This is an optimization exercise on Yosys and OpenROAD, whose aim is small area, not a production implementation.
RTL that was checked went through simulation tests only; none was proved equivalent to the original.

Setup of lagoon:
Design vig_permcore, start of the top module:
module vig_permcore (
    input  wire       clk,
    input  wire       rst,         
    input  wire       in_valid,
    input  wire [1:0] in_op,       
    input  wire [7:0] in_data,
    input  wire [7:0] in_key,
    output wire       in_ready,
    output reg        out_valid,
    output wire [7:0] out_data,
    input  wire       out_ready,
    output reg        pvalid
);
==> module vig_permcore, before the edit <==
module vig_permcore (
    input  wire       clk,
    input  wire       rst,         
    input  wire       in_valid,
    input  wire [1:0] in_op,       
    input  wire [7:0] in_data,
    input  wire [7:0] in_key,
    output wire       in_ready,
    output reg        out_valid,
    output wire [7:0] out_data,
    input  wire       out_ready,
    output reg        pvalid
);
    localparam OP_SEED      = 2'd0;
    localparam OP_SEED_LAST = 2'd1;
    localparam OP_ENC       = 2'd2;
    localparam OP_DEC       = 2'd3;
    function automatic [31:0] add;
        input [31:0] a;
        input [31:0] b;
        input        cin;
        integer n;
        reg c;
        begin
            c = cin;
            for (n = 0; n < 32; n = n + 1) begin
                add[n] = a[n] ^ b[n] ^ c;
                c = (a[n] & b[n]) | (a[n] & c) | (b[n] & c);
            end
        end
    endfunction
    reg        busy;        
    reg        start;       
    reg        fin;         
    reg        bld;         
    reg        bwd;         
    reg [15:0] h;           
    reg [15:0] s0;          
    reg [15:0] sf;          
    reg [15:0] s;           
    reg [7:0]  k;           
    reg [1:0]  ph;          
    reg [7:0]  r;           
    reg [7:0]  p;           
    reg [7:0]  key;         
    assign in_ready = !busy && (!out_valid || out_ready);
    wire in_fire  = in_valid && in_ready && !rst;
    wire out_fire = out_valid && out_ready;
    assign out_data = p;
    wire [31:0] h33    = add({11'd0, h, 5'd0}, {16'd0, h}, 1'b0);
    wire [31:0] h_sum  = add(h33, {24'd0, in_data}, 1'b0);
    wire [15:0] h_next = h_sum[15:0];
    wire        fw  = !bwd;
    wire [31:0] a1  = add({14'd0, fw ? {s, 2'b11} : {1'b0, s, 1'b0}}, {16'd0, s}, 1'b1);
    wire [31:0] a2  = add({9'd0, a1[18:0], fw ? 4'b1110 : 4'b0011}, {13'd0, a1[18:0]} ^ {32{fw}}, fw);
    wire [31:0] gw  = add({6'd0, a2[21:0], 4'b1110}, {10'd0, a2[21:0]}, 1'b0);
    wire [15:0] mc  = bwd ? {gw[8:0], 6'b111111, gw[25]} : a2[15:0];
    wire [15:0] mb  = bwd ? gw[24:9] : {9'd0, a2[22:16]};
    wire [31:0] md  = add({16'd0, mc}, ~{16'd0, mb}, 1'b1);
    wire [31:0] mr  = add({16'd0, md[15:0]}, 32'd0, md[16]);               
    wire [15:0] sn  = mr[15:0];
    wire [7:0]  byt  = (bwd && ph[1]) ? key : sn[7:0];
    wire [3:0]  nib  = ph[0] ? byt[3:0] : byt[7:4];
    wire        big  = (k[7:4] != 4'd0) || (k[3:0] == 4'hf);    
    wire [7:0]  r_in = {r[7:4], r[3:0] | ({4{ph == 2'd1 && big}} & byt[7:4])};
    reg  [7:0]  q;
    reg  [31:0] t;
    integer b;
    always @* begin
        q = r_in;
        for (b = 3; b >= 0; b = b - 1) begin
            t = add({23'd0, q, nib[b]}, {23'd0, 1'b1, ~k}, 1'b0);    
            q = t[9] ? t[7:0] : {q[6:0], nib[b]};
        end
    end
    wire [7:0] j    = q;
    wire [7:0] p_tr = (p == k) ? j : (p == j) ? k : p;
    wire [31:0] pk  = add({24'd0, p}, {24'd0, key ^ {8{!bwd}}}, !bwd);   
    wire last_ph = (ph == 2'd3);
    wire k_end   = bwd ? (k == 8'd255) : (k == 8'd1);
    wire [7:0] k_nx = bwd ? k + 8'd1 : k - 8'd1;
    always @(posedge clk) begin
        if (rst) begin
            busy      <= 1'b0;
            start     <= 1'b0;
            fin       <= 1'b0;
            h         <= 16'd5381;
            pvalid    <= 1'b0;
            out_valid <= 1'b0;
        end else begin
            if (out_fire) out_valid <= 1'b0;
            if (in_fire) begin
                if (in_op == OP_SEED) begin
                    h <= h_next;
                end else begin
                    busy  <= 1'b1;
                    start <= 1'b1;
                    bld   <= (in_op == OP_SEED_LAST);
                    bwd   <= (in_op == OP_ENC);
                    k     <= (in_op == OP_ENC) ? 8'd1 : 8'd255;
                    ph    <= (in_op == OP_ENC) ? 2'd0 : 2'd1;
                    r     <= 8'd0;
                    p     <= in_data;
                    key   <= in_key;
                    if (in_op == OP_SEED_LAST) begin
                        h  <= 16'd5381;
                        s0 <= h_next;
                    end
                end
            end
            if (start) begin
                start <= 1'b0;
                s     <= bwd ? sf : s0;
                if (bwd) p <= pk[7:0];
            end else if (fin) begin
                fin  <= 1'b0;
                busy <= 1'b0;
                if (bld) begin
                    sf     <= s;
                    pvalid <= 1'b1;
                end else begin
                    out_valid <= 1'b1;
                    if (!bwd) p <= pk[7:0];
                end
            end else if (busy) begin
                r  <= last_ph ? 8'd0 : q;
                ph <= ph + 2'd1;
                if (ph[0]) s <= sn;
                if (bwd && ph == 2'd1) key <= s[7:0];
                if (last_ph) begin
                    p <= p_tr;
                    if (k_end)
                        fin <= 1'b1;
                    else begin
                        k  <= k_nx;
                        ph <= (k_nx[7:4] != 4'd0 || k_nx[3:0] == 4'hf) ? 2'd1 : 2'd0;
                    end
                end
            end
        end
    end
endmodule
clock: 55.0 ns
lec_check: 0
abc_area: 1
cap_margin: 20
core_margin: 2
core_utilization: 25
place_density: 0.45
slew_margin: 20
standard.sh (not shown) runs the stock make flow with config.mk's settings and CLKGATE_MAP_FILE= SYNTH_SCRIPT=/design/flow/synth_recipe.tcl, a recipe that flattens the netlist after the stock synthesis.
==> flow/flow/run.sh <==
#!/bin/bash
# Own layout flow: the standard synthesis unchanged, then the standard layout with
# smaller port buffers and a clock tree of small buffers without dummy loads.
set -euo pipefail
bash standard.sh synth > synth.log 2>&1
bash standard.sh finish \
  BUFFER_PORTS_ARGS="-buffer_cell sky130_fd_sc_hd__buf_1" \
  CTS_ARGS="-sink_clustering_enable -repair_clock_nets -dont_use_dummy_load -buf_list {sky130_fd_sc_hd__clkbuf_4 sky130_fd_sc_hd__clkbuf_8}" \
  > layout.log 2>&1
No stage failed in lagoon, and the final checks on the layout all came back clean.
> inputs changed (lagoon -> maple)
diff --git a/flow/design.v b/flow/design.v
--- a/flow/design.v
+++ b/flow/design.v
@@ -71,13 +71,14 @@
         for (b = 3; b >= 0; b = b - 1) begin
             t = add({23'd0, q, nib[b]}, {23'd0, 1'b1, ~k}, 1'b0);    
             q = t[9] ? t[7:0] : {q[6:0], nib[b]};
         end
     end
     wire [7:0] j    = q;
-    wire [7:0] p_tr = (p == k) ? j : (p == j) ? k : p;
+    wire       hit  = (p == k) || (p == j);
+    wire [7:0] p_tr = hit ? (p ^ k ^ j) : p;
     wire [31:0] pk  = add({24'd0, p}, {24'd0, key ^ {8{!bwd}}}, !bwd);   
     wire last_ph = (ph == 2'd3);
     wire k_end   = bwd ? (k == 8'd255) : (k == 8'd1);
     wire [7:0] k_nx = bwd ? k + 8'd1 : k - 8'd1;
     always @(posedge clk) begin
         if (rst) begin
## What came out
maple: all stages complete, timing, DRC and antenna checks passed. | cell count along the critical path | maple vs lagoon | 6 higher |. The overall routing resource usage on lagoon is in line with that on maple. lagoon → maple: area after synthesis lost about 0.3%; non-clock buffer count lost 3; cell count lost 0.52%. maple against lagoon: worst slew margin relative to its limit grew by 3.3 points; count of clock-net buffers in the final layout held steady; routed length on met2 grew by 3.2%; transition time at the pin with the least slew margin shrank by 52 ps. Register share of the cell area: maple vs lagoon, no meaningful difference.
For maple, only the layout was checked, not whether the RTL still works.

The RTL this note starts from:
==> flow/design.v <==
module vig_permcore (
    input  wire       clk,
    input  wire       rst,         
    input  wire       in_valid,
    input  wire [1:0] in_op,       
    input  wire [7:0] in_data,
    input  wire [7:0] in_key,
    output wire       in_ready,
    output reg        out_valid,
    output wire [7:0] out_data,
    input  wire       out_ready,
    output reg        pvalid
);
    localparam OP_SEED      = 2'd0;
    localparam OP_SEED_LAST = 2'd1;
    localparam OP_ENC       = 2'd2;
    localparam OP_DEC       = 2'd3;
    function automatic [31:0] add;
        input [31:0] a;
        input [31:0] b;
        input        cin;
        integer n;
        reg c;
        begin
            c = cin;
            for (n = 0; n < 32; n = n + 1) begin
                add[n] = a[n] ^ b[n] ^ c;
                c = (a[n] & b[n]) | (a[n] & c) | (b[n] & c);
            end
        end
    endfunction
    reg        busy;        
    reg        start;       
    reg        fin;         
    reg        bld;         
    reg        bwd;         
    reg        hashing;     
    reg [15:0] h;           
    reg [15:0] s0;          
    reg [15:0] sf;          
    reg [7:0]  k;           
    reg [1:0]  ph;          
    reg [7:0]  r;           
    reg [7:0]  p;           
    reg [7:0]  key;         
    wire [15:0] s = (bwd ^ start) ? s0 : sf;
    assign in_ready = !busy && (!out_valid || out_ready);
    wire in_fire  = in_valid && in_ready && !rst;
    wire out_fire = out_valid && out_ready;
    assign out_data = p;
    wire [15:0] hh     = hashing ? h : 16'd5381;
    wire [31:0] h33    = add({11'd0, hh, 5'd0}, {16'd0, hh}, 1'b0);
    wire [31:0] h_sum  = add(h33, {24'd0, in_data}, 1'b0);
    wire [15:0] h_next = h_sum[15:0];
    wire        fw  = !bwd;
    wire [31:0] a1  = add({14'd0, s, fw ? 2'b11 : 2'b01}, {16'd0, s} ^ {32{bwd}}, 1'b1);
    wire [31:0] a2  = add({9'd0, a1[18:0], fw ? 4'b1110 : 4'b0011}, {13'd0, a1[18:0]} ^ {32{fw}}, fw);
    wire [31:0] gw  = add({6'd0, a2[21:0], 4'b1110}, {10'd0, a2[21:0]}, 1'b0);
    wire [15:0] mc  = bwd ? {gw[8:0], 6'b111111, gw[25]} : a2[15:0];
    wire [15:0] mb  = bwd ? gw[24:9] : {9'd0, a2[22:16]};
    wire [31:0] md  = add({16'd0, mc}, ~{16'd0, mb}, 1'b1);
    wire [31:0] mr  = add({16'd0, md[15:0]}, 32'd0, md[16]);               
    wire [15:0] sn  = mr[15:0];
    wire [7:0]  byt  = (bwd && ph[1]) ? key : s[7:0];
    wire [3:0]  nib  = ph[0] ? byt[3:0] : byt[7:4];
    wire        big  = (k[7:4] != 4'd0) || (k[3:0] == 4'hf);    
    wire [7:0]  r_in = (ph == 2'd0) ? 8'd0 : (ph == 2'd1 && big) ? {4'd0, byt[7:4]} : r;
    reg  [7:0]  q;
    reg  [31:0] t;
    integer b;
    always @* begin
        q = r_in;
        for (b = 3; b >= 0; b = b - 1) begin
            t = add({23'd0, q, nib[b]}, {23'd0, 1'b1, ~k}, 1'b0);    
            q = t[9] ? t[7:0] : {q[6:0], nib[b]};
        end
    end
    wire [7:0] j    = q;
    wire       hit  = (p == k) || (p == j);
    wire [7:0] p_tr = hit ? (p ^ k ^ j) : p;
    wire [31:0] pk  = add({24'd0, p}, {24'd0, key ^ {8{!bwd}}}, !bwd);   
    wire last_ph = (ph == 2'd3);
    wire k_end   = bwd ? (k == 8'd255) : (k == 8'd1);
    wire [7:0] k_nx = bwd ? k + 8'd1 : k - 8'd1;
    always @(posedge clk)
        r <= q;
    always @(posedge clk) begin
        if (rst) begin
            busy      <= 1'b0;
            start     <= 1'b0;
            fin       <= 1'b0;
            hashing   <= 1'b0;
            pvalid    <= 1'b0;
            out_valid <= 1'b0;
        end else begin
            if (out_fire) out_valid <= 1'b0;
            if (in_fire) begin
                if (in_op == OP_SEED) begin
                    h       <= h_next;
                    hashing <= 1'b1;
                end else begin
                    busy  <= 1'b1;
                    start <= 1'b1;
                    bld   <= (in_op == OP_SEED_LAST);
                    bwd   <= (in_op == OP_ENC);
                    k     <= (in_op == OP_ENC) ? 8'd1 : 8'd255;
                    ph    <= (in_op == OP_ENC) ? 2'd0 : 2'd1;
                    p     <= in_data;
                    key   <= in_key;
                    if (in_op == OP_SEED_LAST) begin
                        s0      <= h_next;
                        hashing <= 1'b0;
                    end
                end
            end
            if (start) begin
                start <= 1'b0;
                if (bwd) begin
                    s0  <= sn;
                    key <= s[7:0];
                    p   <= pk[7:0];
                end else
                    sf  <= sn;
            end else if (fin) begin
                fin  <= 1'b0;
                busy <= 1'b0;
                if (bld) begin
                    pvalid <= 1'b1;
                end else begin
                    out_valid <= 1'b1;
                    if (!bwd) p <= pk[7:0];
                end
            end else if (busy) begin
                ph <= ph + 2'd1;
                if (ph[0] && !(last_ph && k_end)) begin
                    if (bwd) s0 <= sn;
                    else     sf <= sn;
                end
                if (bwd && last_ph) key <= s[7:0];
                if (last_ph) begin
                    p <= p_tr;
                    if (k_end)
                        fin <= 1'b1;
                    else begin
                        k  <= k_nx;
                        ph <= (k_nx[7:4] != 4'd0 || k_nx[3:0] == 4'hf) ? 2'd1 : 2'd0;
                    end
                end
            end
        end
    end
endmodule
==> flow/config.mk <==
export PLATFORM = sky130hd
export DESIGN_NAME = vig_permcore
export DESIGN_NICKNAME = vig_permcore
export VERILOG_FILES = /design/flow/design.v
export SDC_FILE = /design/flow/constraint.sdc
export NUM_CORES = 8
export LEC_CHECK = 0
export ABC_AREA = 1
export CAP_MARGIN = 20
export CORE_MARGIN = 2
export CORE_UTILIZATION = 50
export PLACE_DENSITY = 0.65
export SLEW_MARGIN = 20
==> flow/constraint.sdc <==
create_clock -name core_clock -period 55.0 [get_ports {clk}]
set_input_delay 11.0000 -clock core_clock [delete_from_list [all_inputs] [get_ports {clk}]]
set_output_delay 11.0000 -clock core_clock [all_outputs]
set_load 0.01 [all_outputs]
==> flow/flow/run.sh <==
#!/bin/bash
# Own layout flow.
# 1. the standard synthesis, unchanged.
# 2. Full adders flipped where that saves inversions (a full adder with every input
#    and output inverted computes the same), then the combinational logic, except the
#    full adder cells, re-mapped by Yosys and ABC for area; every register keeps its
#    instance name, cell and connections.
# 3. the standard layout of that netlist, with the smallest buffer on the ports
#    and a clock tree of small buffers without dummy loads.
# Each tool writes its full output to a log file here.
set -euo pipefail
res=orfs/results/sky130hd/vig_permcore/base
lib=$FLOW_HOME/platforms/sky130hd/lib/sky130_fd_sc_hd__tt_025C_1v80.lib

bash standard.sh synth > synth.log 2>&1

python3 flow/mklib.py "$lib" comb.lib > mklib.log 2>&1
cp "$res/1_2_yosys.v" standard_1_2_yosys.v
python3 flow/faflip.py standard_1_2_yosys.v flipped.v > faflip.log 2>&1
cat > reopt.ys <<EOY
read_liberty -lib $lib
read_liberty -overwrite comb.lib
read_verilog flipped.v
hierarchy -top $FLOW_TOP
flatten
opt -purge
abc -liberty comb.lib -script flow/abc_area.script
setundef -zero
hilomap -singleton -hicell sky130_fd_sc_hd__conb_1 HI -locell sky130_fd_sc_hd__conb_1 LO
splitnets
opt_clean -purge
rename -hide w:*.*
opt_clean -purge
stat -liberty $lib
write_verilog -noattr -nohex -nodec reopt.v
EOY
yosys -l reopt.log -s reopt.ys > /dev/null 2>&1
cp reopt.v "$res/1_2_yosys.v"
touch "$res/1_2_yosys.v"

bash standard.sh finish \
  BUFFER_PORTS_ARGS="-buffer_cell sky130_fd_sc_hd__buf_1" \
  CTS_ARGS="-sink_clustering_enable -repair_clock_nets -dont_use_dummy_load -buf_list {sky130_fd_sc_hd__clkbuf_4 sky130_fd_sc_hd__clkbuf_8}" \
  > layout.log 2>&1
Other scripts of this flow, unchanged in this note and not shown: flow/flow/abc_area.script, flow/flow/faflip.py, flow/flow/mklib.py
Edit:
--- a/flow/design.v
+++ b/flow/design.v
@@ -35,7 +35,6 @@
     reg        bld;         
     reg        bwd;         
     reg        hashing;     
-    reg [15:0] h;           
     reg [15:0] s0;          
     reg [15:0] sf;          
     reg [7:0]  k;           
@@ -48,8 +47,8 @@
     wire in_fire  = in_valid && in_ready && !rst;
     wire out_fire = out_valid && out_ready;
     assign out_data = p;
-    wire [15:0] hh     = hashing ? h : 16'd5381;
-    wire [31:0] h33    = add({11'd0, hh, 5'd0}, {16'd0, hh}, 1'b0);
+    wire [15:0] h      = hashing ? s0 : 16'd5381;
+    wire [31:0] h33    = add({11'd0, h, 5'd0}, {16'd0, h}, 1'b0);
     wire [31:0] h_sum  = add(h33, {24'd0, in_data}, 1'b0);
     wire [15:0] h_next = h_sum[15:0];
     wire        fw  = !bwd;
@@ -64,7 +63,7 @@
     wire [7:0]  byt  = (bwd && ph[1]) ? key : s[7:0];
     wire [3:0]  nib  = ph[0] ? byt[3:0] : byt[7:4];
     wire        big  = (k[7:4] != 4'd0) || (k[3:0] == 4'hf);    
-    wire [7:0]  r_in = (ph == 2'd0) ? 8'd0 : (ph == 2'd1 && big) ? {4'd0, byt[7:4]} : r;
+    wire [7:0]  r_in = {r[7:4], r[3:0] | ({4{ph == 2'd1 && big}} & byt[7:4])};
     reg  [7:0]  q;
     reg  [31:0] t;
     integer b;
@@ -82,8 +81,6 @@
     wire last_ph = (ph == 2'd3);
     wire k_end   = bwd ? (k == 8'd255) : (k == 8'd1);
     wire [7:0] k_nx = bwd ? k + 8'd1 : k - 8'd1;
-    always @(posedge clk)
-        r <= q;
     always @(posedge clk) begin
         if (rst) begin
             busy      <= 1'b0;
@@ -96,7 +93,7 @@
             if (out_fire) out_valid <= 1'b0;
             if (in_fire) begin
                 if (in_op == OP_SEED) begin
-                    h       <= h_next;
+                    s0      <= h_next;
                     hashing <= 1'b1;
                 end else begin
                     busy  <= 1'b1;
@@ -105,6 +102,7 @@
                     bwd   <= (in_op == OP_ENC);
                     k     <= (in_op == OP_ENC) ? 8'd1 : 8'd255;
                     ph    <= (in_op == OP_ENC) ? 2'd0 : 2'd1;
+                    r     <= 8'd0;
                     p     <= in_data;
                     key   <= in_key;
                     if (in_op == OP_SEED_LAST) begin
@@ -131,6 +129,7 @@
                     if (!bwd) p <= pk[7:0];
                 end
             end else if (busy) begin
+                r  <= last_ph ? 8'd0 : q;
                 ph <= ph + 2'd1;
                 if (ph[0] && !(last_ph && k_end)) begin
                     if (bwd) s0 <= sn;
The changed run ran to the end with no violations.
Non-clock buffer count goes down by 6.
Cell area goes down by 3.8%.
Clock skew is lower by 0.017 ns.
Setup slack is better by 0.061 ns.
Flip-flop and latch count drops by 16.
Via count rose by 0.87%.
Global-route usage rises by 1.2 points.
Cell count falls by 0.86%.
Core utilization is about the same.
Wire length rises by 0.76%.
Synthesized area came out lower by 3.3%.
Die area goes down by 3.2%.

-- re-timing with driven ports --
The results above use ideal ports. As a check the final layouts listed here were re-extracted and re-timed, cells and wires unchanged.
Step 1 assumes that a clkbuf_16 drives the clock port and a buf_2 every other input.
Step 2 also shifts input and output timing later by t, the mid clock arrival at the registers, as if the neighbouring blocks saw the same clock.
Three values: ideal, step 1, step 2; two values: the first two.
run	shift t [ns]	setup WS [ns]	latest minus earliest clock arrival (ns)
lagoon	0.428	23.381 / 23.381 / 23.381	0.035 / 0.035
maple	0.422	23.917 / 23.917 / 23.917	0.039 / 0.040
the first run of note 2	0.401	32.547 / 32.523 / 32.523	0.039 / 0.039
the second run of note 2	0.394	32.607 / 32.587 / 32.587	0.022 / 0.022
After both steps every run listed still meets setup and hold. The setup slack of the first run of note 2, which loses most, moves by -0.024 ns with the drivers and by -0.024 ns with both steps.
